From an optimization exercise on the open Yosys and OpenROAD flow, aimed at small area; shortcuts taken in it are not production practice. RTL that was checked went through simulation tests only; none was proved equivalent to the original. The RTL of run 2 was laid out without a check of its function.

==> flow/design.v <==
module frx_ring #(
    parameter W = 12
) (
    input  wire         clk,
    input  wire         we,
    input  wire [W-1:0] wd,
    output wire [W-1:0] head
);
    reg [W*64-1:0] r;
    assign head = r[W-1:0];
    always @(posedge clk)
        r <= {we ? wd : head, r[W*64-1:W]};
endmodule
module frx_ring4 #(
    parameter W = 12
) (
    input  wire         clk,
    input  wire         we,
    input  wire [1:0]   wp,
    input  wire [W-1:0] wd,
    output wire [W-1:0] head
);
    reg [W*64-1:0] r;
    assign head = r[W-1:0];
    wire [W-1:0] at16 = r[W*17-1:W*16];
    wire [W-1:0] at32 = r[W*33-1:W*32];
    wire [W-1:0] at48 = r[W*49-1:W*48];
    always @(posedge clk)
        r <= {(we && wp == 2'd0) ? wd : head, r[W*64-1:W*49],
              (we && wp == 2'd3) ? wd : at48, r[W*48-1:W*33],
              (we && wp == 2'd2) ? wd : at32, r[W*32-1:W*17],
              (we && wp == 2'd1) ? wd : at16, r[W*16-1:W]};
endmodule
module frx_cnt (
    input  wire        clk,
    input  wire        clear,
    input  wire        first,
    input  wire [1:0]  inc,
    output reg  [31:0] r
);
    reg        c;
    wire       h = r[0];
    wire [1:0] t = first ? ({1'b0, h} + inc) : {h & c, h ^ c};
    always @(posedge clk) begin
        c <= t[1];
        r <= {!clear && t[0], r[31:1]};
    end
endmodule
module frx_channel #(
    parameter CAP = 64,
    parameter IW  = 7
) (
    input  wire          clk,
    input  wire          rst,
    input  wire          do_play,        
    input  wire          do_stop,        
    input  wire          do_reset,       
    input  wire          do_volume,
    input  wire [6:0]    vol_new,
    input  wire          do_drain,       
    input  wire          start_fail,
    input  wire          do_fill,        
    input  wire [IW-1:0] fill_new,
    input  wire          fill_we,
    input  wire [11:0]   fill_wd,
    output wire [11:0]   rd_code,        
    output reg           act,
    output reg  [IW-1:0] fill_index,
    output reg  [1:0]    out_state,
    output reg           underrun,
    output reg  [6:0]    volume
);
    localparam [1:0] OUT_OFF = 2'd0, OUT_RUNNING = 2'd1, OUT_FALLBACK = 2'd2;
    reg mid;
    wire        full = fill_index[IW-1];
    wire [11:0] h0, h1;
    frx_ring #(.W(12)) u_b0 (.clk(clk), .we(fill_we && act),  .wd(fill_wd), .head(h0));
    frx_ring #(.W(12)) u_b1 (.clk(clk), .we(fill_we && !act), .wd(fill_wd), .head(h1));
    assign rd_code = mid ? 12'd2048 : (act ? h1 : h0);
    always @(posedge clk) begin
        if (rst) begin
            act        <= 1'b0;
            mid        <= 1'b1;
            fill_index <= {IW{1'b0}};
            out_state  <= OUT_OFF;
            underrun   <= 1'b0;
            volume     <= 7'd100;
        end else begin
            if (do_play) begin
                if (full) begin
                    act        <= ~act;
                    mid        <= 1'b0;
                    fill_index <= {IW{1'b0}};
                end
                underrun  <= 1'b0;
                out_state <= start_fail ? OUT_FALLBACK : OUT_RUNNING;
            end
            if (do_stop)
                out_state <= OUT_OFF;
            if (do_reset) begin
                mid        <= 1'b1;
                fill_index <= {IW{1'b0}};
                underrun   <= 1'b0;
            end
            if (do_volume)
                volume <= vol_new;
            if (do_drain) begin
                if (full) begin
                    act        <= ~act;
                    mid        <= 1'b0;
                    fill_index <= {IW{1'b0}};
                    underrun   <= 1'b0;
                    out_state  <= start_fail ? OUT_FALLBACK : OUT_RUNNING;
                end else begin
                    underrun   <= 1'b1;
                end
            end
            if (do_fill)
                fill_index <= fill_new;
        end
    end
endmodule
module frx_core (
    input  wire        clk,
    input  wire        rst,
    input  wire        ev_valid,
    input  wire [3:0]  ev_type,
    input  wire [15:0] ev_arg,
    output wire        ev_ready,
    output reg         resp_valid,
    output reg  [31:0] resp_data,
    output wire        ready_out
);
    localparam CAP       = 64;
    localparam IW        = 7;               
    localparam LAND_SIZE = 4 + 2 * CAP;     
    localparam CW        = 8;               
    localparam [3:0] EV_SEL_ASSERT   = 4'd0,
                     EV_RX_BYTE      = 4'd1,
                     EV_RX_ERROR     = 4'd2,
                     EV_SEL_DEASSERT = 4'd3,
                     EV_DRAIN_DONE   = 4'd5,
                     EV_STATUS_READ  = 4'd6,
                     EV_CTRL_WRITE   = 4'd7,
                     EV_SAMPLE_READ  = 4'd8;
    reg  [5:0] ph;
    reg        rclr;                 
    reg        clring;               
    wire       ph0   = (ph == 6'd0);
    wire       first = (ph[4:0] == 5'd0);
    wire       last  = (ph[4:0] == 5'd31);
    reg            rx_capturing;
    reg            rx_armed;
    reg  [CW-1:0]  rx_count;
    reg  [CW-1:0]  last_captured;
    reg            h_c0, h_da;          
    reg            f_ch0, bad_ch;       
    reg  [7:0]     b2, b3, lo;          
    wire           act        [0:1];
    wire [IW-1:0]  fill_index [0:1];
    wire [1:0]     out_state  [0:1];
    wire           underrun   [0:1];
    wire [6:0]     volume     [0:1];
    wire [11:0]    rd_code    [0:1];
    wire play0 = (out_state[0] != 2'd0);
    wire play1 = (out_state[1] != 2'd0);
    wire full0 = fill_index[0][IW-1];
    wire full1 = fill_index[1][IW-1];
    wire clk_running = play0 || play1;
    assign ready_out = clk_running || (!full0 && !full1);
    wire       v    = ev_valid && !rclr;
    wire [3:0] t    = ev_type;
    wire       dch  = ev_arg[8];
    wire [4:0] widx = ev_arg[6:2];
    wire byte_ok = rx_capturing && rx_armed && (rx_count < LAND_SIZE);
    wire d_run   = dch ? (out_state[1] == 2'd1) : (out_state[0] == 2'd1);
    wire d_full  = dch ? full1 : full0;
    wire clr_c   = (widx == 5'd24) && ev_arg[8];
    wire e_assert  = v && (t == EV_SEL_ASSERT) && !rx_capturing;
    wire e_byte    = v && (t == EV_RX_BYTE) && byte_ok;
    wire e_rxerr   = v && (t == EV_RX_ERROR);
    wire e_deass   = v && (t == EV_SEL_DEASSERT) && rx_capturing;
    wire e_drain   = v && (t == EV_DRAIN_DONE) && d_run;
    wire e_status  = v && (t == EV_STATUS_READ);
    wire e_clr     = v && (t == EV_CTRL_WRITE) && clr_c;
    wire e_sample  = v && (t == EV_SAMPLE_READ);
    wire runt       = rx_count < 4;
    wire cmd_short  = rx_count < 5;
    wire cmd_known  = (b2 == 8'h01) || (b2 == 8'h02) || (b2 == 8'h03) || (b2 == 8'hFF);
    wire bad_count  = ({b2, b3} == 16'd0) || ({b2, b3} > CAP);
    wire [6:0] f_n  = b3[6:0];                          
    wire data_short = ({1'b0, rx_count} < (9'd4 + {1'b0, f_n, 1'b0}));
    wire parse    = rx_armed;
    wire cmd_ok   = parse && !runt && h_c0 && !cmd_short && !bad_ch && cmd_known;
    wire data_ok  = parse && !runt && h_da && !bad_count && !data_short && !bad_ch;
    wire err_header = parse && !runt &&
                      ((!h_c0 && !h_da) || (h_c0 && !cmd_short && !bad_ch && !cmd_known));
    wire err_chlen  = parse && (runt ||
                      (h_c0 && cmd_short) || (h_c0 && !cmd_short && bad_ch) ||
                      (h_da && (bad_count || data_short || bad_ch)));
    wire c_ch   = f_ch0;
    wire c_play = cmd_ok && (b2 == 8'h01);
    wire c_stop = cmd_ok && (b2 == 8'h02);
    wire c_vol  = cmd_ok && (b2 == 8'h03);
    wire c_rst  = cmd_ok && (b2 == 8'hFF);
    wire c_playing    = c_ch ? play1 : play0;
    wire c_full       = c_ch ? full1 : full0;
    wire runs_disable = (c_play || c_stop || c_rst) && c_playing;
    wire stops        = (c_stop || c_rst) && c_playing;
    wire [6:0] vol_new = ((b3 != 8'd0) || (lo > 8'd100)) ? 7'd100 : lo[6:0];
    wire [IW-1:0] f_fi  = c_ch ? fill_index[1] : fill_index[0];
    wire [7:0]    f_end = {1'b0, f_fi} + {1'b0, f_n};
    wire [IW-1:0] f_new = (f_end[7:6] != 2'd0) ? 7'd64 : f_end[6:0];
    wire [6:0]    f_m   = f_new - f_fi;
    reg [1:0] tf_inc;
    always @(*) begin
        tf_inc = 2'd0;
        if (e_assert && ev_arg[0])
            tf_inc = ev_arg[1] ? 2'd2 : 2'd1;
        if (e_rxerr)
            tf_inc = ev_arg[1] ? 2'd2 : 2'd1;
        if (e_deass)
            tf_inc = {1'b0, rx_armed && ev_arg[0]} +
                     {1'b0, runs_disable && ev_arg[1]};
    end
    wire signed [11:0] o     = {ev_arg[7:0], lo[7:4]};
    wire        [6:0]  f_vol = c_ch ? volume[1] : volume[0];
    wire signed [19:0] prod  = o * $signed({1'b0, f_vol});
    wire        [18:0] cx    = 19'd204800 + prod[18:0] + (o[11] ? 19'd99 : 19'd0);
    wire        [6:0]  cr [0:12];
    wire        [11:0] code;
    assign cr[0] = cx[18:12];
    genvar gi;
    generate
        for (gi = 0; gi < 12; gi = gi + 1) begin : dv
            wire [7:0] tt = {cr[gi], cx[11-gi]};
            wire [7:0] td = tt - 8'd100;
            assign code[11-gi] = (tt >= 8'd100);
            assign cr[gi+1]    = code[11-gi] ? td[6:0] : tt[6:0];
        end
    endgenerate
    wire conv_ev = e_byte && rx_count[0] && (rx_count >= 5) && h_da && !bad_ch;
    wire [6:0] c_j    = rx_count[7:1] - 7'd2;
    wire [6:0] c_slot = f_fi + c_j;
    wire       c_need = f_fi[6] || !c_slot[6];
    wire [5:0] c_dist = {c_slot[4:0], c_slot[5]} - ph;
    wire       conv_acc = !c_need || (c_dist[3:0] == 4'd0);
    wire cnt_ev  = (e_assert && ev_arg[0]) || e_rxerr || e_deass || e_drain || e_clr;
    wire copy_ev = e_deass && data_ok && !c_full;
    reg  armed;                       
    wire cnt_acc = copy_ev ? (armed && ph0) : first;
    wire st_cnt  = (widx >= 5'd3 && widx <= 5'd7) || (widx >= 5'd11 && widx <= 5'd13) ||
                   (widx >= 5'd19 && widx <= 5'd21);
    wire samp_acc = (ph == {ev_arg[4:0], ev_arg[5]});
    wire acc = cnt_ev   ? cnt_acc :
               e_status ? (!st_cnt || first) :
               e_sample ? samp_acc :
               conv_ev  ? conv_acc : 1'b1;
    assign ev_ready = !rclr && (!ev_valid || acc);
    wire go = ev_valid && ev_ready;
    wire [11:0] s_head;
    frx_ring4 #(.W(12)) u_stage (
        .clk(clk), .we(go && conv_ev && c_need), .wp(c_dist[5:4]), .wd(code), .head(s_head));
    wire [5:0] h_slot = {ph[0], ph[5:1]};           
    wire copy = copy_ev && (armed || ph0) &&
                ({1'b0, h_slot} >= f_fi) && ({2'b0, h_slot} < f_end);
    wire cnt_clear = rst || rclr || clring || (go && e_clr);
    wire [31:0] c_tf, c_ih, c_icl, c_cf, c_df, c_sw0, c_sw1, c_un0, c_un1;
    wire g_dea = go && e_deass;
    wire g_drn = go && e_drain;
    frx_cnt u_tf  (.clk(clk), .clear(cnt_clear), .first(first), .inc(go ? tf_inc : 2'd0), .r(c_tf));
    frx_cnt u_ih  (.clk(clk), .clear(cnt_clear), .first(first), .inc({1'b0, g_dea && err_header}), .r(c_ih));
    frx_cnt u_icl (.clk(clk), .clear(cnt_clear), .first(first), .inc({1'b0, g_dea && err_chlen}), .r(c_icl));
    frx_cnt u_cf  (.clk(clk), .clear(cnt_clear), .first(first), .inc({1'b0, g_dea && cmd_ok}), .r(c_cf));
    frx_cnt u_df  (.clk(clk), .clear(cnt_clear), .first(first), .inc({1'b0, g_dea && data_ok}), .r(c_df));
    frx_cnt u_sw0 (.clk(clk), .clear(cnt_clear), .first(first),
        .inc({1'b0, (g_dea && c_play && c_full && !c_ch) || (g_drn && d_full && !dch)}), .r(c_sw0));
    frx_cnt u_sw1 (.clk(clk), .clear(cnt_clear), .first(first),
        .inc({1'b0, (g_dea && c_play && c_full && c_ch) || (g_drn && d_full && dch)}), .r(c_sw1));
    frx_cnt u_un0 (.clk(clk), .clear(cnt_clear), .first(first),
        .inc({1'b0, g_drn && !d_full && !dch}), .r(c_un0));
    frx_cnt u_un1 (.clk(clk), .clear(cnt_clear), .first(first),
        .inc({1'b0, g_drn && !d_full && dch}), .r(c_un1));
    reg  [31:0] c_ts0, c_ts1;
    reg  [5:0]  ts_c;
    reg         ts_ch;
    wire        ts_ld  = g_dea && data_ok;
    wire        ts_sel = ts_ld ? c_ch : ts_ch;
    wire        ts_h   = ts_sel ? c_ts1[0] : c_ts0[0];
    wire [6:0]  ts_t   = ts_ld ? ({6'd0, ts_h} + f_m) : ({6'd0, ts_h} + {1'b0, ts_c});
    wire        ts_n0  = ts_sel ? c_ts0[0] : ts_t[0];
    wire        ts_n1  = ts_sel ? ts_t[0] : c_ts1[0];
    always @(posedge clk) begin
        if (rst || last)
            ts_c <= 6'd0;
        else
            ts_c <= ts_t[6:1];
        if (ts_ld)
            ts_ch <= c_ch;
        c_ts0 <= {!cnt_clear && ts_n0, c_ts0[31:1]};
        c_ts1 <= {!cnt_clear && ts_n1, c_ts1[31:1]};
    end
    genvar g;
    generate
        for (g = 0; g < 2; g = g + 1) begin : ch
            wire sel_cmd   = (c_ch == g);
            wire sel_drain = (dch == g);
            frx_channel #(.CAP(CAP), .IW(IW)) u_ch (
                .clk        (clk),
                .rst        (rst),
                .do_play    (g_dea && c_play && sel_cmd),
                .do_stop    (g_dea && stops && sel_cmd),
                .do_reset   (g_dea && c_rst && sel_cmd),
                .do_volume  (g_dea && c_vol && sel_cmd),
                .vol_new    (vol_new),
                .do_drain   (g_drn && sel_drain),
                .start_fail (ev_arg[2]),
                .do_fill    (g_dea && data_ok && sel_cmd),
                .fill_new   (f_new),
                .fill_we    (copy && sel_cmd),
                .fill_wd    (s_head),
                .rd_code    (rd_code[g]),
                .act        (act[g]),
                .fill_index (fill_index[g]),
                .out_state  (out_state[g]),
                .underrun   (underrun[g]),
                .volume     (volume[g])
            );
        end
    endgenerate
    always @(posedge clk) begin
        if (rst) begin
            ph            <= 6'd0;
            rclr          <= 1'b1;
            clring        <= 1'b0;
            armed         <= 1'b0;
            rx_capturing  <= 1'b0;
            rx_armed      <= 1'b0;
            rx_count      <= {CW{1'b0}};
            last_captured <= {CW{1'b0}};
        end else begin
            ph    <= ph + 6'd1;
            armed <= copy_ev && (armed || ph0) && !go;
            if (last) begin
                rclr   <= 1'b0;
                clring <= 1'b0;
            end
            if (go && e_clr) begin
                clring        <= 1'b1;
                last_captured <= {CW{1'b0}};
            end
            if (go && e_assert) begin
                rx_capturing <= 1'b1;
                rx_count     <= {CW{1'b0}};
                rx_armed     <= !(ev_arg[0] && ev_arg[1]);
            end
            if (go && e_byte)
                rx_count <= rx_count + 1'b1;
            if (go && e_rxerr)
                rx_armed <= 1'b0;
            if (g_dea) begin
                rx_capturing  <= 1'b0;
                rx_armed      <= 1'b0;
                last_captured <= rx_count;
            end
        end
    end
    always @(posedge clk) begin
        if (go && e_byte) begin
            if (rx_count == 8'd0) begin
                h_c0 <= (ev_arg[7:0] == 8'hC0);
                h_da <= (ev_arg[7:0] == 8'hDA);
            end
            if (rx_count == 8'd1) begin
                f_ch0  <= ev_arg[0];
                bad_ch <= (ev_arg[7:1] != 7'd0);
            end
            if (rx_count == 8'd2)
                b2 <= ev_arg[7:0];
            if (rx_count == 8'd3)
                b3 <= ev_arg[7:0];
            if (!rx_count[0] && (rx_count >= 8'd4) && ((rx_count == 8'd4) || !h_c0))
                lo <= ev_arg[7:0];
        end
    end
    reg [31:0] status_word;
    always @(*) begin
        case (widx)
            5'd0:  status_word = {28'd0, clk_running, rx_armed, rx_capturing, ready_out};
            5'd1:  status_word = {24'd0, rx_count};
            5'd2:  status_word = {24'd0, last_captured};
            5'd3:  status_word = c_tf;
            5'd4:  status_word = c_ih;
            5'd5:  status_word = c_icl;
            5'd6:  status_word = c_cf;
            5'd7:  status_word = c_df;
            5'd8:  status_word = {26'd0, out_state[0], act[0],
                                  fill_index[0][6] | fill_index[0][5], underrun[0], play0};
            5'd9:  status_word = {25'd0, fill_index[0]};
            5'd10: status_word = {25'd0, volume[0]};
            5'd11: status_word = c_ts0;
            5'd12: status_word = c_sw0;
            5'd13: status_word = c_un0;
            5'd16: status_word = {26'd0, out_state[1], act[1],
                                  fill_index[1][6] | fill_index[1][5], underrun[1], play1};
            5'd17: status_word = {25'd0, fill_index[1]};
            5'd18: status_word = {25'd0, volume[1]};
            5'd19: status_word = c_ts1;
            5'd20: status_word = c_sw1;
            5'd21: status_word = c_un1;
            default: status_word = 32'd0;
        endcase
    end
    always @(posedge clk)
        resp_data <= (t == EV_SAMPLE_READ) ? {20'd0, rd_code[dch]} : status_word;
    always @(posedge clk) begin
        if (rst)
            resp_valid <= 1'b0;
        else
            resp_valid <= go && (e_status || e_sample);
    end
endmodule
==> flow/run.sh <==
#!/bin/bash
# synth_recipe.tcl (not shown) runs the flow's synth.tcl, then flattens the netlist and writes it again
# the make line also repeats each setting of config.mk as NAME=value (left out here)
make -C /OpenROAD-flow-scripts/flow DESIGN_CONFIG=/design/flow/config.mk WORK_HOME=/design/flow/orfs CLKGATE_MAP_FILE= SYNTH_SCRIPT=/design/flow/synth_recipe.tcl finish
==> flow/config.mk <==
export PLATFORM = sky130hd
export DESIGN_NAME = frx_core
export DESIGN_NICKNAME = frx_core
export VERILOG_FILES = /design/flow/design.v
export SDC_FILE = /design/flow/constraint.sdc
export NUM_CORES = 4
export LEC_CHECK = 0
export CAP_MARGIN = 20
export CORE_MARGIN = 2
export CORE_UTILIZATION = 40
export SLEW_MARGIN = 20
==> flow/constraint.sdc <==
create_clock -name core_clock -period 25.0 [get_ports {clk}]
set_input_delay 5.0000 -clock core_clock [delete_from_list [all_inputs] [get_ports {clk}]]
set_output_delay 5.0000 -clock core_clock [all_outputs]
set_load 0.01 [all_outputs]
==> flow_summary.yaml, run 1 <==
worst_setup_path:
  arrival_ps: 23390
  criticalPathCategory: "input pin to flip-flop"
  crit_path_end_kind: "flip-flop"
  cp-start-kind: "input pin"
  cp_data_required_time_ps: 25790
  cpMaxStageDelayCell: "clkdlybuf4s50_1"
  crit_path_frequent_cell: "ha_1"
  slowest_delay_ps: 780
  crit_path_max_fanout: 10
synth:
  ys_seq_elements: 4334
  synth_top_cell_by_area: "dfxtp_1"
  synth_nets: 6681
  seq_area_frac_synth: 0.851
  yosysWarnings: 5
  synth_area_leaders: "dfxtp_1 (84%), ha_1 (1.7%), fa_1 (1.4%)"
  synth_edf_count: 28
  synth_top_area_share: 0.843
  synthArstFlopShare: 0
  synth_area_mm2: 0.102
  synthDistinctLibCells: 116
  synthCells: 6446
  synth.avg_cell_area_um2: 15.9
  synth_ff_type: "dfxtp_1"
global_routing:
  antenna_found_initial: 3
  grt_max_degree: 69
  first_global_vias: 46030
  grt.total_usage: 0.127
  grt_pass1_wl_um: 260000
  gr-total-overflow: 0
place:
  dp_hpwl_um: 99600
  place_area_mm2: 0.107
  io_buffers: 50
  gp_congestion: 0.887
route:
  drt_pass1_iterations: 6
  drc: 0
  wl_per_cell_um: 15.6
  ant_nets: 0
  via_count: 45298
  drt_iter0_drc: 2518
  wl_um: 164000
  viasPerCell: 4.29
clocking:
  cts_buffers: 384
  cts.sink_count: 4334
  clk_pin_slew_ps: 70
  cts_max_path_buffers: 4
  ctsHoldBuffers: 0
  h-tree-depth: 5
  post_cts_buffers: 0
  root_buffer: "clkbuf_16"
  cts_resized: 0
  worstSkewPairLatency_ps: 980
  tritoncts: "built"
floorplanning:
  row_count: 185
  die-area_mm2: 0.260
  core_area_mm2: 0.254
  io_pins: 58
  die_x_um: 510
  chipHeight_um: 510
  initial_core_util: 0.402
timing:
  period_minus_slack_ps: 22590
  final_max_slew_viol_count: 0
  setup_violations: 0
  tightest_slew_ps: 1110
  hold_viol: 0
  rsz0062_at_grt: "false"
  fin_crit_sh: 0.904
  fmax_mhz: 44.3
  fin_skew_ps: 92.7
  tns_ps: 0
  slew_headroom: 0.259
run_status:
  status: "timing/DRC/antenna clean"
layout:
  drive_gt1_frac: 0.128
  finalInstanceArea_mm2: 0.120
  top_regs: "ch.u_ch.u_b0.r x1536, ch.u_ch.u_b1.r x1536, u_stage.r x768"
  final_nets: 7113
  n_fill_cell: 21552
  syn2layout_area_growth_pct: 17.8
worst_hold_path:
  hp-class: "flip-flop to flip-flop"
flow_run:
  cap_violations: 0
[worst max-delay path, delay by kind of cell]
| kind | cells | cell delay (ps) |
|---|---|---|
| muxes | 3 | 850 |
| AOI/OAI and AO/OA | 30 | 6360 |
| buffers and inverters | 11 | 1920 |
| and+or+nand+nor | 17 | 2710 |
| adders and majority gates | 16 | 4960 |
| xor gates and xnor gates | 7 | 1530 |
[cells in the final DEF, fill, tap and decap left out, types with 13 or more instances in the layout]
| master | n |
|---|---|
| a31oi_1 | 27 |
| edfxtp_1 | 28 |
| a21o_1 | 30 |
| nand3_1 | 60 |
| dfxtp_1 | 4304 |
| and3_1 | 32 |
| nand2_1 | 160 |
| clkbuf_8 | 85 |
| fa_1 | 73 |
| a21oi_1 | 129 |
| a22o_1 | 44 |
| nand4_1 | 26 |
| nor2b_1 | 43 |
| inv_1 | 176 |
| buf_4 | 119 |
| xor2_1 | 21 |
| o21ai_0 | 51 |
| clkdlybuf4s50_1 | 49 |
| mux2_2 | 81 |
| mux2i_1 | 49 |
| a221oi_1 | 41 |
| a211o_1 | 16 |
| nor2_1 | 193 |
| nor3_1 | 49 |
| nand2b_1 | 27 |
| ha_1 | 139 |
| a22oi_1 | 95 |
| and2_1 | 33 |
| o21a_1 | 15 |
| clkinv_2 | 65 |
| a211oi_1 | 16 |
| a222oi_1 | 25 |
| xnor2_1 | 48 |
| clkbuf_1 | 62 |
| nor4_1 | 26 |
| clkinvlp_4 | 19 |
| o22ai_1 | 16 |
| bufinv_16 | 36 |
| clkbuf_16 | 387 |
| or3_1 | 13 |
[kinds of logic after synthesis]
group	after synthesis	synth area share
flip-flops	4334	0.851
AND/OR/NAND/NOR	743	0.0367
AO/OA/AOI/OAI	642	0.0478
buffers and inverters	305	0.0116
adder cells (fa/ha/maj)	212	0.0313
multiplexers	140	0.0152
XOR/XNOR	70	0.00600
[layout make-up]
class	instances	area, um2	area share
flip-flops and latches	4334	87000	0.723
diodes	8	20.0	0.000166
inverters	181	679	0.00564
clock inverters	147	1870	0.0155
well taps	3366	4210	0.0350
repair buffers	170	1400	0.0116
multi-input cells	1807	14100	0.117
clock buffers	534	11100	0.0920
[worst paths after layout]
check | startpoint | end | slack [ps] | cells past startpoint
setup / recovery | ev_arg[5] | u_stage.r[180]$_DFF_P_ | 2410 | 84
hold / removal | ch[0].u_ch.u_b0.r[750]$_DFF_P_ | ch[0].u_ch.u_b0.r[738]$_DFF_P_ | 240 | 0
setup reg to reg | f_ch0$_DFFE_PP_ | u_stage.r[180]$_DFF_P_ | 6200 | 81
hold reg to reg | ch[0].u_ch.u_b0.r[750]$_DFF_P_ | ch[0].u_ch.u_b0.r[738]$_DFF_P_ | 240 | 0
[cell usage after synthesis (5+ instances only)]
master,n
xor2_1,21
and3_1,32
o21ai_1,13
buf_1,9
o31ai_1,9
nand3_1,60
a21o_1,30
a211o_1,16
buf_2,6
and2_1,33
xnor2_1,49
edfxtp_1,28
o211ai_2,6
nor3_1,55
a221oi_1,41
a31oi_1,27
nor2b_1,43
inv_1,176
o211a_1,5
nand4b_1,5
a22o_1,44
o21ai_0,51
or2_2,11
nand4_1,26
o22ai_1,16
nand2_1,160
and4_1,5
a211oi_1,16
a222oi_1,25
fa_1,73
o21a_1,15
nor2_1,200
mux2_2,81
or3_1,13
nor4_1,28
a21oi_1,129
a22oi_1,95
ha_1,139
nand2b_1,27
nor3b_1,7
o211ai_1,12
clkbuf_1,103
dfxtp_1,4306
mux2i_1,50
[metal layers]
metal  global-route usage  vias up  wire length [um]  part of all wire
li1                     -    22206                 -                 -
met5                    0        -                 0                 0
met3               0.0257      397              7430             0.045
met4               0.0548        0              6190             0.038
met2                0.189      881             69600              0.42
met1                0.179    21814             81200              0.49
[through the flow]
stage          utilization  hold slack, ps  worst slack, ps  cells
6_report             0.474             239             2410  10547
5_1_grt              0.474             253             1060  10541
4_1_cts              0.474             234             2470  10538
3_5_place_dp         0.423             312             1560   9857
3_3_place_gp         0.423             310             1520   9855
2_1_floorplan            -             310             2250   6446
==> run 2: changes to the inputs <==
--- a/flow/design.v
+++ b/flow/design.v
@@ -4,10 +4,12 @@
     input  wire         clk,
     input  wire         we,
     input  wire [W-1:0] wd,
-    output wire [W-1:0] head
+    output wire [W-1:0] head,
+    output wire [W-1:0] tail
 );
     reg [W*64-1:0] r;
     assign head = r[W-1:0];
+    assign tail = r[W*64-1:W*63];
     always @(posedge clk)
         r <= {we ? wd : head, r[W*64-1:W]};
 endmodule
@@ -64,6 +66,7 @@
     input  wire          fill_we,
     input  wire [11:0]   fill_wd,
     output wire [11:0]   rd_code,        
+    output wire [11:0]   rd_last,        
     output reg           act,
     output reg  [IW-1:0] fill_index,
     output reg  [1:0]    out_state,
@@ -73,10 +76,11 @@
     localparam [1:0] OUT_OFF = 2'd0, OUT_RUNNING = 2'd1, OUT_FALLBACK = 2'd2;
     reg mid;
     wire        full = fill_index[IW-1];
-    wire [11:0] h0, h1;
-    frx_ring #(.W(12)) u_b0 (.clk(clk), .we(fill_we && act),  .wd(fill_wd), .head(h0));
-    frx_ring #(.W(12)) u_b1 (.clk(clk), .we(fill_we && !act), .wd(fill_wd), .head(h1));
+    wire [11:0] h0, h1, t0, t1;
+    frx_ring #(.W(12)) u_b0 (.clk(clk), .we(fill_we && act),  .wd(fill_wd), .head(h0), .tail(t0));
+    frx_ring #(.W(12)) u_b1 (.clk(clk), .we(fill_we && !act), .wd(fill_wd), .head(h1), .tail(t1));
     assign rd_code = mid ? 12'd2048 : (act ? h1 : h0);
+    assign rd_last = mid ? 12'd2048 : (act ? t1 : t0);
     always @(posedge clk) begin
         if (rst) begin
             act        <= 1'b0;
@@ -128,7 +132,7 @@
     input  wire [15:0] ev_arg,
     output wire        ev_ready,
     output reg         resp_valid,
-    output reg  [31:0] resp_data,
+    output reg  [31:0] resp_data,      
     output wire        ready_out
 );
     localparam CAP       = 64;
@@ -162,6 +166,7 @@
     wire           underrun   [0:1];
     wire [6:0]     volume     [0:1];
     wire [11:0]    rd_code    [0:1];
+    wire [11:0]    rd_last    [0:1];
     wire play0 = (out_state[0] != 2'd0);
     wire play1 = (out_state[1] != 2'd0);
     wire full0 = fill_index[0][IW-1];
@@ -320,6 +325,7 @@
                 .fill_we    (copy && sel_cmd),
                 .fill_wd    (s_head),
                 .rd_code    (rd_code[g]),
+                .rd_last    (rd_last[g]),
                 .act        (act[g]),
                 .fill_index (fill_index[g]),
                 .out_state  (out_state[g]),
@@ -383,36 +389,54 @@
                 lo <= ev_arg[7:0];
         end
     end
+    reg       q_smp, q_ch;
+    reg [4:0] q_idx;
+    always @(posedge clk) begin
+        q_smp <= (t == EV_SAMPLE_READ);
+        q_ch  <= dch;
+        q_idx <= widx;
+    end
+    wire [31:0] v_tf  = {c_tf[30:0],  c_tf[31]};
+    wire [31:0] v_ih  = {c_ih[30:0],  c_ih[31]};
+    wire [31:0] v_icl = {c_icl[30:0], c_icl[31]};
+    wire [31:0] v_cf  = {c_cf[30:0],  c_cf[31]};
+    wire [31:0] v_df  = {c_df[30:0],  c_df[31]};
+    wire [31:0] v_ts0 = {c_ts0[30:0], c_ts0[31]};
+    wire [31:0] v_sw0 = {c_sw0[30:0], c_sw0[31]};
+    wire [31:0] v_un0 = {c_un0[30:0], c_un0[31]};
+    wire [31:0] v_ts1 = {c_ts1[30:0], c_ts1[31]};
+    wire [31:0] v_sw1 = {c_sw1[30:0], c_sw1[31]};
+    wire [31:0] v_un1 = {c_un1[30:0], c_un1[31]};
     reg [31:0] status_word;
     always @(*) begin
-        case (widx)
+        case (q_idx)
             5'd0:  status_word = {28'd0, clk_running, rx_armed, rx_capturing, ready_out};
             5'd1:  status_word = {24'd0, rx_count};
             5'd2:  status_word = {24'd0, last_captured};
-            5'd3:  status_word = c_tf;
-            5'd4:  status_word = c_ih;
-            5'd5:  status_word = c_icl;
-            5'd6:  status_word = c_cf;
-            5'd7:  status_word = c_df;
+            5'd3:  status_word = v_tf;
+            5'd4:  status_word = v_ih;
+            5'd5:  status_word = v_icl;
+            5'd6:  status_word = v_cf;
+            5'd7:  status_word = v_df;
             5'd8:  status_word = {26'd0, out_state[0], act[0],
                                   fill_index[0][6] | fill_index[0][5], underrun[0], play0};
             5'd9:  status_word = {25'd0, fill_index[0]};
             5'd10: status_word = {25'd0, volume[0]};
-            5'd11: status_word = c_ts0;
-            5'd12: status_word = c_sw0;
-            5'd13: status_word = c_un0;
+            5'd11: status_word = v_ts0;
+            5'd12: status_word = v_sw0;
+            5'd13: status_word = v_un0;
             5'd16: status_word = {26'd0, out_state[1], act[1],
                                   fill_index[1][6] | fill_index[1][5], underrun[1], play1};
             5'd17: status_word = {25'd0, fill_index[1]};
             5'd18: status_word = {25'd0, volume[1]};
-            5'd19: status_word = c_ts1;
-            5'd20: status_word = c_sw1;
-            5'd21: status_word = c_un1;
+            5'd19: status_word = v_ts1;
+            5'd20: status_word = v_sw1;
+            5'd21: status_word = v_un1;
             default: status_word = 32'd0;
         endcase
     end
-    always @(posedge clk)
-        resp_data <= (t == EV_SAMPLE_READ) ? {20'd0, rd_code[dch]} : status_word;
+    always @(*)
+        resp_data = q_smp ? {20'd0, rd_last[q_ch]} : status_word;
     always @(posedge clk) begin
         if (rst)
             resp_valid <= 1'b0;
--- a/flow/config.mk
+++ b/flow/config.mk
@@ -7,5 +7,9 @@
 export LEC_CHECK = 0
 export CAP_MARGIN = 20
 export CORE_MARGIN = 2
-export CORE_UTILIZATION = 40
+export CORE_UTILIZATION = 65
+export CTS_BUF_LIST = sky130_fd_sc_hd__clkbuf_8
+export CTS_CLUSTER_DIAMETER = 40
+export CTS_CLUSTER_SIZE = 16
+export PLACE_DENSITY = 0.75
 export SLEW_MARGIN = 20
==> flow_summary.yaml, run 2 <==
worst_setup_path:
  cp_data_required_time_ps: 25830
  cp-start-kind: "input pin"
  crit_path_frequent_cell: "ha_1"
  reg2regPathDepth: 77
  crit_path_max_fanout: 17
  arrival_ps: 24120
  slowest_delay_ps: 1110
  criticalPathCategory: "input pin to flip-flop"
  crit_path_end_kind: "flip-flop"
  cpMaxStageDelayCell: "clkdlybuf4s50_1"
layout:
  regArea_mm2: 0.0865
  final_nets: 6949
  syn2layout_area_growth_pct: 9.64
  n_fill_cell: 9095
  top_regs: "ch.u_ch.u_b0.r x1536, ch.u_ch.u_b1.r x1536, u_stage.r x768"
  final_common_cell: "dfxtp_1"
  final_cell_mix: "dfxtp_1 (4281), clkbuf_8 (388), nand2_1 (209), inv_1 (186), nor2_1 (166)"
  fin_cells: 8909
  multi_input_area_mm2: 0.0136
  drive_gt1_frac: 0.0997
route:
  ant_nets: 0
  viasPerCell: 4.94
  wl_um: 169000
  via_count: 44003
  drt_pass1_iterations: 6
  drt_iter0_drc: 2952
  wl_per_cell_um: 18.9
  drc: 0
clocking:
  ctsHoldBuffers: 0
  root_buffer: "clkbuf_8"
  cts_buffers: 361
  cts_max_path_buffers: 4
  cts_resized: 0
  cts.sink_count: 4309
  tritoncts: "built"
  h-tree-depth: 5
  worstSkewPairLatency_ps: 1030
  clk_pin_slew_ps: 100
  post_cts_buffers: 0
timing:
  hold_viol: 0
  setup_slack_ps: 1720
  fin_crit_sh: 0.931
  period_minus_slack_ps: 23280
  fin_skew_ps: 99.5
  final_max_slew_viol_count: 0
  rsz0062_at_grt: "false"
  fmax_mhz: 42.9
  slew_headroom: 0.210
  setup_violations: 0
  tns_ps: 0
  tightest_slew_ps: 1170
  hold_ws_ps: 276
global_routing:
  grt_pass1_wl_um: 264000
  antenna_found_initial: 6
  first_global_vias: 46414
  grt_max_degree: 60
  gr-total-overflow: 0
  grt.total_usage: 0.216
synth:
  synth_ff_type: "dfxtp_1"
  synthCells: 6361
  synth_area_mm2: 0.101
  synthDistinctLibCells: 107
  synth_top_cell_by_area: "dfxtp_1"
  yosysWarnings: 5
  synth_area_leaders: "dfxtp_1 (85%), ha_1 (1.7%), fa_1 (1.4%)"
  synth_nets: 6596
  synth_mux_area_frac: 0.0154
  synth_top_family_by_area: "compound AO/OA/AOI/OAI gates"
  seq_area_frac_synth: 0.856
  synth_common_cells: "dfxtp_1 (4281), nand2_1 (209), nor2_1 (175), inv_1 (171), ha_1 (139)"
  synth.most_common_cell: "dfxtp_1"
  synthArstFlopShare: 0
  synth-simple-area-share: 0.0352
  synth-compound-area-share: 0.0451
  synthXorXnorAreaFrac: 0.00647
  ys_seq_elements: 4309
  synth_adder_area_share: 0.0316
  synth_edf_count: 28
  synth_top_area_share: 0.847
  synth.avg_cell_area_um2: 15.9
flow_run:
  cap_violations: 0
floorplanning:
  io_pins: 58
  die_x_um: 398
  row_count: 144
  core_area_mm2: 0.154
  chipHeight_um: 398
  initial_core_util: 0.656
  die-area_mm2: 0.159
place:
  dp_hpwl_um: 101000
  gp_congestion: 0.894
  preCtsSetupSlack_ps: 1020
  io_buffers: 50
  dp.cells: 8393
worst_hold_path:
  hp-class: "flip-flop to flip-flop"
  min_path_cells: 0
run_status:
  status: "timing/DRC/antenna clean"
-- run 2: cell type report --
cell class	count	share of cell area
diodes	6	0.000135
clock buffers	388	0.0482
clock inverters	120	0.0120
inverters	177	0.00604
multi-input cells	1776	0.123
flip-flops and latches	4309	0.780
well taps	2044	0.0231
repair buffers	89	0.00721
-- run 2: kinds of logic (layout without fill, tap and decap cells) --
group	Yosys count	count (layout)
flip-flops	4309	4309
buffers and inverters	276	774
adder cells (fa/ha/maj)	212	212
XOR/XNOR	73	73
AND/OR/NAND/NOR	724	724
other	0	6
multiplexers	141	141
AO/OA/AOI/OAI	626	626
-- run 2: path summary, 6_finish.rpt --
kind                                  startpoint                              to  slack (ps)
setup / recovery                       ev_arg[1]          u_stage.r[756]$_DFF_P_        1720
hold / removal    ch[1].u_ch.u_b1.r[126]$_DFF_P_  ch[1].u_ch.u_b1.r[114]$_DFF_P_         280
setup reg to reg                 f_ch0$_DFFE_PP_          u_stage.r[756]$_DFF_P_        5670
hold reg to reg   ch[1].u_ch.u_b1.r[126]$_DFF_P_  ch[1].u_ch.u_b1.r[114]$_DFF_P_         280
-- run 2: worst max-delay path, delay by kind of cell --
kind / cells / cell delay (ps)
and+or+nand+nor: 17 / 3900
AOI/OAI and AO/OA: 25 / 5460
buffers and inverters: 9 / 1750
xor gates and xnor gates: 7 / 1610
muxes: 3 / 920
adders and majority gates: 16 / 5470
-- run 2: metal layers --
layer / vias to the layer above / part of all wire / global-route usage
met1: 21225 / 0.46 / 0.294
met3: 307 / 0.041 / 0.0353
met2: 986 / 0.48 / 0.358
met5: - / 0 / 0
met4: 0 / 0.023 / 0.0679
li1: 21485 / - / -
-- run 2: per-stage QoR --
stage,instance area (um2),utilization
after global placement,104000,0.675
after CTS,111000,0.719
after floorplan,101000,-
after global routing,111000,0.719
final,111000,0.719
after detailed placement,104000,0.675
==> run 3: changes to the inputs <==
--- a/flow/design.v
+++ b/flow/design.v
@@ -194,7 +194,8 @@
     wire cmd_known  = (b2 == 8'h01) || (b2 == 8'h02) || (b2 == 8'h03) || (b2 == 8'hFF);
     wire bad_count  = ({b2, b3} == 16'd0) || ({b2, b3} > CAP);
     wire [6:0] f_n  = b3[6:0];                          
-    wire data_short = ({1'b0, rx_count} < (9'd4 + {1'b0, f_n, 1'b0}));
+    wire [6:0] c_j  = rx_count[7:1] - 7'd2;
+    wire data_short = (c_j < f_n);
     wire parse    = rx_armed;
     wire cmd_ok   = parse && !runt && h_c0 && !cmd_short && !bad_ch && cmd_known;
     wire data_ok  = parse && !runt && h_da && !bad_count && !data_short && !bad_ch;
@@ -228,7 +229,8 @@
             tf_inc = {1'b0, rx_armed && ev_arg[0]} +
                      {1'b0, runs_disable && ev_arg[1]};
     end
-    wire signed [11:0] o     = {ev_arg[7:0], lo[7:4]};
+    reg         [7:0]  hq;
+    wire signed [11:0] o     = {hq, lo[7:4]};
     wire        [6:0]  f_vol = c_ch ? volume[1] : volume[0];
     wire signed [19:0] prod  = o * $signed({1'b0, f_vol});
     wire        [18:0] cx    = 19'd204800 + prod[18:0] + (o[11] ? 19'd99 : 19'd0);
@@ -245,11 +247,12 @@
         end
     endgenerate
     wire conv_ev = e_byte && rx_count[0] && (rx_count >= 5) && h_da && !bad_ch;
-    wire [6:0] c_j    = rx_count[7:1] - 7'd2;
     wire [6:0] c_slot = f_fi + c_j;
     wire       c_need = f_fi[6] || !c_slot[6];
-    wire [5:0] c_dist = {c_slot[4:0], c_slot[5]} - ph;
-    wire       conv_acc = !c_need || (c_dist[3:0] == 4'd0);
+    wire [5:0] c_phys = {c_slot[4:0], c_slot[5]};
+    wire [5:0] ph1    = ph + 6'd1;                  
+    wire [1:0] c_wp   = c_phys[5:4] - ph1[5:4];     
+    wire       conv_acc = !c_need || (c_phys[3:0] == ph1[3:0]);
     wire cnt_ev  = (e_assert && ev_arg[0]) || e_rxerr || e_deass || e_drain || e_clr;
     wire copy_ev = e_deass && data_ok && !c_full;
     reg  armed;                       
@@ -264,8 +267,15 @@
     assign ev_ready = !rclr && (!ev_valid || acc);
     wire go = ev_valid && ev_ready;
     wire [11:0] s_head;
+    reg         s_we;
+    reg  [1:0]  s_wp;
+    always @(posedge clk) begin
+        hq   <= ev_arg[7:0];
+        s_wp <= c_wp;
+        s_we <= go && conv_ev && c_need;
+    end
     frx_ring4 #(.W(12)) u_stage (
-        .clk(clk), .we(go && conv_ev && c_need), .wp(c_dist[5:4]), .wd(code), .head(s_head));
+        .clk(clk), .we(s_we), .wp(s_wp), .wd(code), .head(s_head));
     wire [5:0] h_slot = {ph[0], ph[5:1]};           
     wire copy = copy_ev && (armed || ph0) &&
                 ({1'b0, h_slot} >= f_fi) && ({2'b0, h_slot} < f_end);
@@ -292,7 +302,7 @@
     wire        ts_ld  = g_dea && data_ok;
     wire        ts_sel = ts_ld ? c_ch : ts_ch;
     wire        ts_h   = ts_sel ? c_ts1[0] : c_ts0[0];
-    wire [6:0]  ts_t   = ts_ld ? ({6'd0, ts_h} + f_m) : ({6'd0, ts_h} + {1'b0, ts_c});
+    wire [6:0]  ts_t   = {6'd0, ts_h} + (ts_ld ? f_m : {1'b0, ts_c});
     wire        ts_n0  = ts_sel ? c_ts0[0] : ts_t[0];
     wire        ts_n1  = ts_sel ? ts_t[0] : c_ts1[0];
     always @(posedge clk) begin
==> flow_summary.yaml, run 3 <==
synth:
  synth_common_cells: "dfxtp_1 (4287), nand2_1 (223), inv_1 (169), nor2_1 (153), ha_1 (127)"
  synth_area_mm2: 0.102
  synth_area_leaders: "dfxtp_1 (85%), ha_1 (1.6%), fa_1 (1.4%)"
  synth_nets: 6639
  synth.most_common_cell: "dfxtp_1"
  synth.avg_cell_area_um2: 15.8
  synthArstFlopShare: 0
  yosysWarnings: 5
  synth_ff_type: "dfxtp_1"
  synth_edf_count: 28
  synth_top_cell_by_area: "dfxtp_1"
  synthCells: 6416
  synthDistinctLibCells: 115
  ys_seq_elements: 4315
  synth_top_area_share: 0.845
  seq_area_frac_synth: 0.853
route:
  drt_pass1_iterations: 6
  ant_nets: 0
  via_count: 44496
  wl_um: 170000
  viasPerCell: 4.96
  drt_iter0_drc: 2803
  drc: 0
  wl_per_cell_um: 18.9
worst_setup_path:
  crit_path_end_kind: "flip-flop"
  cp_data_required_time_ps: 25840
  criticalPathCategory: "flip-flop to flip-flop"
  crit_path_max_fanout: 30
  cpMaxStageDelayCell: "mux2i_2"
  crit_path_frequent_cell: "ha_1"
  arrival_ps: 21590
  cp-start-kind: "flip-flop"
  slowest_delay_ps: 770
timing:
  tightest_slew_ps: 1060
  fmax_mhz: 48.2
  setup_violations: 0
  tns_ps: 0
  rsz0062_at_grt: "false"
  period_minus_slack_ps: 20750
  slew_headroom: 0.290
  final_max_slew_viol_count: 0
  fin_skew_ps: 149
  fin_crit_sh: 0.830
  hold_viol: 0
place:
  gp_congestion: 0.899
  dp_hpwl_um: 97600
  io_buffers: 50
  place_area_mm2: 0.104
floorplanning:
  die-area_mm2: 0.159
  chipHeight_um: 399
  core_area_mm2: 0.156
  row_count: 145
  die_x_um: 399
  initial_core_util: 0.652
  io_pins: 58
global_routing:
  antenna_found_initial: 4
  grt_max_degree: 74
  grt.total_usage: 0.217
  gr-total-overflow: 0
  grt_pass1_wl_um: 267000
  first_global_vias: 46724
layout:
  multi_input_area_mm2: 0.0139
  top_regs: "ch.u_ch.u_b0.r x1536, ch.u_ch.u_b1.r x1536, u_stage.r x768"
  finalInstanceArea_mm2: 0.112
  final_common_cell: "dfxtp_1"
  drive_gt1_frac: 0.102
  syn2layout_area_growth_pct: 9.89
  n_fill_cell: 9198
  regArea_mm2: 0.0867
  final_cell_mix: "dfxtp_1 (4285), clkbuf_8 (400), nand2_1 (223), inv_1 (186), nor2_1 (141)"
  final_nets: 6978
clocking:
  tritoncts: "built"
  root_buffer: "clkbuf_8"
  cts.sink_count: 4315
  worstSkewPairLatency_ps: 1040
  cts_max_path_buffers: 4
  h-tree-depth: 5
  cts_buffers: 365
  clk_pin_slew_ps: 90
  cts_resized: 0
  ctsHoldBuffers: 0
  post_cts_buffers: 0
worst_hold_path:
  hp-class: "flip-flop to flip-flop"
run_status:
  status: "timing/DRC/antenna clean"
flow_run:
  cap_violations: 0
[run 3: changes by cell type after synthesis, sizes merged, moves of 8 or more]
cell,delta
nor2,-22
clkbuf,+15
nand2,+14
o211ai,+14
ha,-12
mux2,-12
o21ai,+11
nand4,+10
and2,+9
a21o,-8
nor2b,+8
nor3,+8
[run 3: kinds of logic after synthesis]
logic type	share of synthesized area
adders and majority gates	0.0300
buffers and inverters	0.0107
xor gates and xnor gates	0.00594
and+or+nand+nor	0.0383
DFF	0.853
muxes	0.0134
AOI/OAI and AO/OA	0.0481
[run 3: path summary, 6_finish.rpt]
check | from | end | slack [ps] | cells past startpoint
max | f_ch0$_DFFE_PP_ | u_stage.r[756]$_DFF_P_ | 4250 | 76
min | ch[1].u_ch.u_b1.r[306]$_DFF_P_ | ch[1].u_ch.u_b1.r[294]$_DFF_P_ | 260 | 0
max reg2reg | f_ch0$_DFFE_PP_ | u_stage.r[756]$_DFF_P_ | 4250 | 76
min reg2reg | ch[1].u_ch.u_b1.r[306]$_DFF_P_ | ch[1].u_ch.u_b1.r[294]$_DFF_P_ | 260 | 0
[run 3: worst max-delay path, delay by kind of cell, from the launching register on]
| family | cells | cell delay [ps] |
|---|---|---|
| compound gates | 29 | 6880 |
| fa+ha+maj | 16 | 5530 |
| simple gates | 13 | 3160 |
| xor+xnor | 7 | 2300 |
| mux | 4 | 1470 |
| buf+inv | 7 | 930 |
| flops | 1 | 330 |
[run 3: routing by layer]
metal  track usage  vias up  share of wire
met5             0        -              0
met4        0.0706        0          0.028
met3        0.0391      354          0.046
met2         0.349      928           0.46
met1         0.302    21494           0.46
li1              -    21720              -
[run 3: area by class of cell]
class                   instances  area share
diodes                          2   0.0000449
clock inverters               127      0.0143
repair buffers                 81     0.00653
inverters                     172     0.00579
well taps                    2058      0.0231
multi-input cells            1820       0.124
clock buffers                 400      0.0493
flip-flops and latches       4315       0.777
[run 3: through the flow]
stage           util  setup slack (ps)  std cells  hold slack, ps
2_1_floorplan      -              6670       6416             310
3_5_place_dp   0.671              4180       8446             312
6_report       0.717              4250       8975             257
3_3_place_gp   0.671              4490       8446             310
5_1_grt        0.717              2480       8974             272
4_1_cts        0.717              4120       8973             254
==> run 4: changes to the inputs <==
==> flow/flow/run.sh (new file) <==
#!/bin/bash
# The standard layout (the standard.sh: ORFS synthesis through final),
# with clock tree synthesis told not to add dummy loads for balancing.
set -euo pipefail
export CTS_ARGS="-sink_clustering_enable -repair_clock_nets -sink_clustering_size 19 -sink_clustering_max_diameter 40 -buf_list sky130_fd_sc_hd__clkbuf_8 -dont_use_dummy_load"
bash standard.sh > standard_flow.log 2>&1
==> flow/standard.sh (new file) <==
#!/bin/bash
# synth_recipe.tcl (not shown) runs the flow's synth.tcl, then flattens the netlist and writes it again
# the make line also repeats each setting of config.mk as NAME=value (left out here)
make -C /OpenROAD-flow-scripts/flow DESIGN_CONFIG=/design/flow/config.mk WORK_HOME=/design/flow/orfs CLKGATE_MAP_FILE= SYNTH_SCRIPT=/design/flow/synth_recipe.tcl "${@:-finish}"
removed: flow/run.sh
==> flow_summary.yaml, run 4 <==
layout:
  utilization: 0.702
  multi_input_area_mm2: 0.0139
  final_common_cell: "dfxtp_1"
  regArea_mm2: 0.0867
  syn2layout_area_growth_pct: 7.58
  top_regs: "ch.u_ch.u_b0.r x1536, ch.u_ch.u_b1.r x1536, u_stage.r x768"
  n_fill_cell: 9531
  drive_gt1_frac: 0.0801
  finalInstanceArea_mm2: 0.109
  final_cell_mix: "dfxtp_1 (4285), clkbuf_8 (345), nand2_1 (223), inv_1 (169), nor2_1 (141)"
  final_nets: 6958
place:
  gp_congestion: 0.899
  dp_hpwl_um: 97600
  place_area_mm2: 0.104
  io_buffers: 50
worst_setup_path:
  cp_data_required_time_ps: 25900
  cpMaxStageDelayCell: "mux2i_2"
  cp-start-kind: "flip-flop"
  crit_path_frequent_cell: "ha_1"
  timing.critical_path.buf_inv: 7
  criticalPathCategory: "flip-flop to flip-flop"
  cp.depth: 76
  crit_family: "compound AO/OA/AOI/OAI gates"
  reg2regPathDepth: 76
  crit_path_max_fanout: 30
  crit_path_end_kind: "flip-flop"
  slowest_delay_ps: 740
  arrival_ps: 21620
global_routing:
  first_global_vias: 45718
  grt.total_usage: 0.211
  grt_pass1_wl_um: 259000
  gr-total-overflow: 0
  grt_max_degree: 74
  antenna_found_initial: 6
synth:
  yosysWarnings: 5
  seq_area_frac_synth: 0.853
  synth_ff_type: "dfxtp_1"
  synth.avg_cell_area_um2: 15.8
  synth.most_common_cell: "dfxtp_1"
  synth_nets: 6639
  synthCells: 6416
  synthDistinctLibCells: 115
  synth_common_cells: "dfxtp_1 (4287), nand2_1 (223), inv_1 (169), nor2_1 (153), ha_1 (127)"
  synth_top_area_share: 0.845
  ys_seq_elements: 4315
  synth_area_leaders: "dfxtp_1 (85%), ha_1 (1.6%), fa_1 (1.4%)"
  synth_top_cell_by_area: "dfxtp_1"
  synthArstFlopShare: 0
  synth_area_mm2: 0.102
  synth_edf_count: 28
clocking:
  post_cts_buffers: 0
  cts.sink_count: 4315
  ctsHoldBuffers: 0
  cts_buffers: 345
  cts_max_path_buffers: 4
  cts_resized: 0
  clk_pin_slew_ps: 90
  tritoncts: "built"
  worstSkewPairLatency_ps: 1040
  h-tree-depth: 5
  root_buffer: "clkbuf_8"
route:
  drt_iter0_drc: 2807
  drt_pass1_iterations: 7
  wl_um: 166000
  drc: 0
  viasPerCell: 5.00
  wl_per_cell_um: 18.9
  ant_nets: 0
  via_count: 44003
timing:
  period_minus_slack_ps: 20720
  tns_ps: 0
  rsz0062_at_grt: "false"
  fmax_mhz: 48.3
  fin_skew_ps: 157
  hold_viol: 0
  setup_violations: 0
  hold_ws_ps: 256
  fin_crit_sh: 0.829
  tightest_slew_ps: 1030
  final_max_slew_viol_count: 0
  slew_headroom: 0.306
floorplanning:
  core_area_mm2: 0.156
  die-area_mm2: 0.159
  initial_core_util: 0.652
  row_count: 145
  io_pins: 58
  chipHeight_um: 399
  die_x_um: 399
worst_hold_path:
  hp-class: "flip-flop to flip-flop"
  min_path_cells: 0
flow_run:
  cap_violations: 0
run_status:
  status: "timing/DRC/antenna clean"
[run 4: path summary, 6_finish.rpt]
path,startpoint,to,slack [ps]
worst max register to register,f_ch0$_DFFE_PP_,u_stage.r[564]$_DFF_P_,4280
worst min-delay path,u_stage.r[441]$_DFF_P_,u_stage.r[429]$_DFF_P_,260
worst max-delay path,f_ch0$_DFFE_PP_,u_stage.r[564]$_DFF_P_,4280
worst min register to register,u_stage.r[441]$_DFF_P_,u_stage.r[429]$_DFF_P_,260
[run 4: metrics by stage]
stage,worst slack (ps),std cells
final,4280,8794
after detailed placement,4180,8446
after floorplan,6670,6416
after CTS,4100,8791
after global placement,4490,8446
after global routing,2450,8792
[run 4: final cells by class]
class | instances | share of cell area
timing repair buffer | 81 | 0.00667
antenna | 3 | 0.0000687
clock buffer | 345 | 0.0435
multi-input combinational | 1820 | 0.127
inverter | 172 | 0.00591
tap | 2058 | 0.0236
sequential | 4315 | 0.793
[run 4: worst reg2reg max path: cells and delay by family, from the launching register on]
family | cells | cell delay (ps)
AND/OR/NAND/NOR | 13 | 3130
flip-flops | 1 | 320
multiplexers | 4 | 1440
buffers and inverters | 7 | 930
adder cells (fa/ha/maj) | 16 | 5560
XOR/XNOR | 7 | 2340
AO/OA/AOI/OAI | 29 | 6960
[run 4: metal layers]
layer / vias up / share of wire / GRT usage
li1: 21491 / - / -
met2: 942 / 0.46 / 0.335
met4: 0 / 0.028 / 0.0685
met1: 21223 / 0.47 / 0.298
met5: - / 0 / 0
met3: 347 / 0.044 / 0.0367
[run 4: cell families (layout without fill, tap and decap cells)]
group	count (synthesis)	count (layout)	share of synthesized area
AND/OR/NAND/NOR	766	766	0.0383
buffers and inverters	281	598	0.0107
multiplexers	126	126	0.0134
adder cells (fa/ha/maj)	200	200	0.0300
flip-flops	4315	4315	0.853
AO/OA/AOI/OAI	660	660	0.0481
XOR/XNOR	68	68	0.00594
other	0	3	0

[port drivers added, routing unchanged]
No port has a modelled driver above. Below, the same layouts with a new extraction and two added sets of constraints.
Step 1 sets driving cells, clkbuf_16 on the clock port and buf_2 on the other inputs (assumed; they add their load-dependent delay and slew).
Step 2 times the ports against the registers' clock, not the clock port: input delays grow and output delays shrink by t, the midpoint of the rising clock arrivals with the driver on.
Three values: ideal ports, drivers, drivers and shift; two values: the first two.
run | t, ns | slack for setup (ns) | hold WS [ns] | worst setup path at the end | slew at the worst register clock pin (ns)
run 1 | 1.012 | 2.405 / 2.468 / 1.457 | 0.239 / 0.239 / 0.239 | input to register | 0.07 / 0.07
run 2 | 1.054 | 1.717 / 1.767 / 0.714 | 0.276 / 0.276 / 0.276 | input to register | 0.10 / 0.10
run 3 | 1.046 | 4.251 / 4.251 / 4.251 | 0.257 / 0.257 / 0.257 | register to register | 0.11 / 0.11
run 4 | 1.039 | 4.281 / 4.281 / 4.281 | 0.256 / 0.256 / 0.256 | register to register | 0.12 / 0.12
After both steps setup and hold are still met in every run listed. The setup slack of run 2, which loses most, moves by +0.050 ns with the drivers and by -1.003 ns with both steps.
